From an optimization exercise on the open Yosys and OpenROAD flow, aimed at small area and few clock cycles; shortcuts taken in it are not production practice.
At most, simulation tests tie the RTL to the original design; equivalence was not proved.
No activity file was given, so power comes from the tool's default toggle rates.

==> flow/design.v <==
module ftb_recv (
    input  wire       clk,
    input  wire       rst,
    input  wire       start,
    output wire       ready,
    input  wire       rx_valid,
    input  wire [7:0] rx_data,
    output wire       rx_take,
    output wire       done,
    output reg  [2:0] status,
    output reg  [7:0] plen,
    output wire       pl_valid,
    output wire [7:0] pl_data,
    input  wire       pl_ready
);
    localparam integer N   = 252;           
    localparam [7:0]   NM1 = N - 1;
    localparam [3:0]   TAP = 4'd11;
    localparam [2:0] ST_OK           = 3'd0,
                     ST_TIMED_OUT    = 3'd1,
                     ST_OVERFLOWED   = 3'd2,
                     ST_CRC_MISMATCH = 3'd3;
    reg [7:0]  ring [0:N-1];
    reg        busy;          
    reg [7:0]  cnt;           
    reg        exp_set;       
    reg [7:0]  len;           
    reg [15:0] crc;           
    reg [7:0]  rem;           
    reg [7:0]  tap;           
    reg [7:0]  fpos;          
    reg [7:0]  skid;          
    reg        sk_v;
    reg [15:0] crc_upd;
    integer i;
    always @* begin
        crc_upd = crc ^ {rx_data, 8'h00};
        for (i = 0; i < 8; i = i + 1)
            crc_upd = crc_upd[15] ? ((crc_upd << 1) ^ 16'h1021) : (crc_upd << 1);
    end
    wire [8:0] cnt9    = {1'b0, cnt};
    wire       rem_nz  = |rem;
    wire       owed    = rem_nz || sk_v;      
    wire       ge2     = |cnt[7:1];
    wire       in_pay  = exp_set && ge2 && (cnt9 < {1'b0, len} + 9'd2);
    wire       at_end  = exp_set && (cnt9 == {1'b0, len} + 9'd4);
    wire       at_last = &cnt;
    wire       wr_pay  = in_pay && (len <= 8'd250);
    wire       first   = (cnt == 8'd2);
    wire       contig  = first || ({1'b0, fpos} + 9'd3 == cnt9);
    wire [7:0] cur;
    wire       pull;
    wire       blk     = rem_nz && ((tap == NM1 && sk_v && !pl_ready) ||
                                    ({1'b0, tap} + 9'd1 < {1'b0, rem}));
    wire       allow   = (at_last || at_end) ? !owed :
                         wr_pay ? (contig && !blk) : 1'b1;
    assign rx_take = busy && allow;
    wire   take     = rx_take && rx_valid;
    wire   wr       = take && wr_pay;
    wire   fin_take = take && (at_last || (at_end && rx_data == 8'h03));
    wire   fin_to   = busy && !rx_valid && !owed;
    wire   crc_ok   = (crc == 16'h0000);
    wire   new_pay  = fin_take && !at_last && crc_ok && (len != 8'd0);
    assign done     = fin_take || fin_to;
    assign ready    = !busy || done;
    assign cur      = rem_nz ? tap : fpos;
    wire   ring_due = rem_nz || new_pay;
    wire   at_tap   = (cur[3:0] == TAP);
    assign pull     = ring_due && at_tap && (!sk_v || pl_ready);
    reg [7:0] tapv [0:15];
    integer j;
    always @*
        for (j = 0; j < 16; j = j + 1)
            tapv[j] = ring[16*j + TAP];
    wire [7:0] tap_data = tapv[cur[7:4]];
    assign pl_valid = sk_v || (ring_due && at_tap);
    assign pl_data  = sk_v ? skid : tap_data;
    always @* begin
        plen = len;
        if (!rx_valid)      status = ST_TIMED_OUT;
        else if (at_last)   status = ST_OVERFLOWED;
        else if (crc_ok)    status = ST_OK;
        else                status = ST_CRC_MISMATCH;
    end
    integer k;
    always @(posedge clk) begin
        ring[0] <= wr ? rx_data : ring[N-1];
        for (k = 1; k < N; k = k + 1)
            ring[k] <= ring[k-1];
    end
    always @(posedge clk) begin
        fpos <= (wr && first) ? 8'd0 : (fpos == NM1) ? 8'd0 : fpos + 8'd1;
        tap  <= pull ? cur : (cur == NM1) ? 8'd0 : cur + 8'd1;
        if (pull && (sk_v || !pl_ready))
            skid <= tap_data;
        if (take) begin
            cnt <= cnt + 8'd1;
            if (cnt == 8'd0) exp_set <= (rx_data == 8'h02);
            if (cnt == 8'd1) len <= rx_data;
            crc <= ge2 ? crc_upd : 16'h0000;
        end
        if (rst) begin
            busy <= 1'b0;
            rem  <= 8'd0;
            sk_v <= 1'b0;
        end else begin
            if (start && ready) begin
                busy <= 1'b1;
                cnt  <= 8'd0;
            end else if (done) begin
                busy <= 1'b0;
            end
            rem  <= rem_nz ? rem - {7'd0, pull} : new_pay ? len - {7'd0, pull} : 8'd0;
            sk_v <= pull ? (sk_v || !pl_ready) : (sk_v && !pl_ready);
        end
    end
endmodule
==> flow/config.mk <==
export PLATFORM = sky130hd
export DESIGN_NAME = ftb_recv
export DESIGN_NICKNAME = ftb_recv
export VERILOG_FILES = /design/flow/design.v
export SDC_FILE = /design/flow/constraint.sdc
export NUM_CORES = 4
export LEC_CHECK = 0
export CAP_MARGIN = 20
export CORE_MARGIN = 2
export CORE_UTILIZATION = 70
export SLEW_MARGIN = 20
==> flow/constraint.sdc <==
create_clock -name core_clock -period 10.0 [get_ports {clk}]
set_input_delay 2.0000 -clock core_clock [delete_from_list [all_inputs] [get_ports {clk}]]
set_output_delay 2.0000 -clock core_clock [all_outputs]
set_load 0.01 [all_outputs]
standard.sh (not shown) runs the stock make flow with config.mk's settings and CLKGATE_MAP_FILE= SYNTH_SCRIPT=/design/flow/synth_recipe.tcl, a recipe that flattens the netlist after the stock synthesis.
==> flow/flow/run.sh <==
#!/bin/bash
# Standard ORFS layout (standard.sh), with two argument overrides:
#  - clock tree synthesis without dummy loads, with clkbuf_8 leaf buffers
#    driving clusters of up to 18 registers;
#  - the port buffers that global placement inserts use the smallest buffer.
# The make output goes to standard_flow.log; each step's own log is under
# orfs/logs/.
set -euo pipefail
export CTS_ARGS="-sink_clustering_enable -repair_clock_nets -dont_use_dummy_load -buf_list sky130_fd_sc_hd__clkbuf_8 -sink_clustering_size 18 -sink_clustering_max_diameter 60 -sink_buffer_max_cap_derate 1.0"
export BUFFER_PORTS_ARGS="-buffer_cell sky130_fd_sc_hd__buf_1"
bash standard.sh > standard_flow.log 2>&1
Testbench counts at the start, summed over its fixed seeds: cycles 55,728.
Rerun with:
--- a/flow/design.v
+++ b/flow/design.v
@@ -40,20 +40,21 @@
     end
     wire [8:0] cnt9    = {1'b0, cnt};
     wire       rem_nz  = |rem;
     wire       owed    = rem_nz || sk_v;      
     wire       ge2     = |cnt[7:1];
     wire       in_pay  = exp_set && ge2 && (cnt9 < {1'b0, len} + 9'd2);
+    wire       in_crc  = exp_set && ge2 && (cnt9 < {1'b0, len} + 9'd4);
     wire       at_end  = exp_set && (cnt9 == {1'b0, len} + 9'd4);
     wire       at_last = &cnt;
     wire       wr_pay  = in_pay && (len <= 8'd250);
     wire       first   = (cnt == 8'd2);
     wire       contig  = first || ({1'b0, fpos} + 9'd3 == cnt9);
     wire [7:0] cur;
     wire       pull;
-    wire       blk     = rem_nz && ((tap == NM1 && sk_v && !pl_ready) ||
+    wire       blk     = rem_nz && ((tap == NM1 && !pull) ||
                                     ({1'b0, tap} + 9'd1 < {1'b0, rem}));
     wire       allow   = (at_last || at_end) ? !owed :
                          wr_pay ? (contig && !blk) : 1'b1;
     assign rx_take = busy && allow;
     wire   take     = rx_take && rx_valid;
     wire   wr       = take && wr_pay;
@@ -94,22 +95,23 @@
         if (pull && (sk_v || !pl_ready))
             skid <= tap_data;
         if (take) begin
             cnt <= cnt + 8'd1;
             if (cnt == 8'd0) exp_set <= (rx_data == 8'h02);
             if (cnt == 8'd1) len <= rx_data;
-            crc <= ge2 ? crc_upd : 16'h0000;
+            if (in_crc) crc <= crc_upd;
         end
         if (rst) begin
             busy <= 1'b0;
             rem  <= 8'd0;
             sk_v <= 1'b0;
         end else begin
             if (start && ready) begin
                 busy <= 1'b1;
                 cnt  <= 8'd0;
+                crc  <= 16'h0000;
             end else if (done) begin
                 busy <= 1'b0;
             end
             rem  <= rem_nz ? rem - {7'd0, pull} : new_pay ? len - {7'd0, pull} : 8'd0;
             sk_v <= pull ? (sk_v || !pl_ready) : (sk_v && !pl_ready);
         end
What happened: Wire length increases by 11%; global-route usage went up by 2.0 points; synthesized cell count increases by 4.8%; design area came out higher by 0.50%; via count rises by 5.0%; hold slack improves by 0.017 ns; clock power is about the same; clock-buffer cell count is higher by 2; synthesized area is higher by 0.38%; total power went up by 3.2%; sequential cell count stays the same; fmax drops by 19%.
No functional check of the RTL was part of the second run of this note.

[afterwards: timing with drivers on the ports]
In the flow no input, the clock included, has a driving cell. The finished layouts below were timed again as built, in two steps. Step 1 assumes that a clkbuf_16 drives the clock port and a buf_2 every other input. Step 2 times the ports against the registers' clock, not the clock port: input delays grow and output delays shrink by t, the midpoint of the rising clock arrivals with the driver on. a / b / c = ideal ports / drivers / drivers and shift; a / b = the first two.
run	t (ns)	setup WS [ns]	worst setup path at the end	latest minus earliest clock arrival (ns)	slew at the worst register clock pin (ns)
the first run	0.806	3.761 / 3.703 / 3.764	input to output	0.100 / 0.100	0.11 / 0.11
the second run	0.808	2.283 / 2.228 / 3.036	register to output	0.100 / 0.100	0.11 / 0.11
After both steps setup and hold are still met in every run listed.
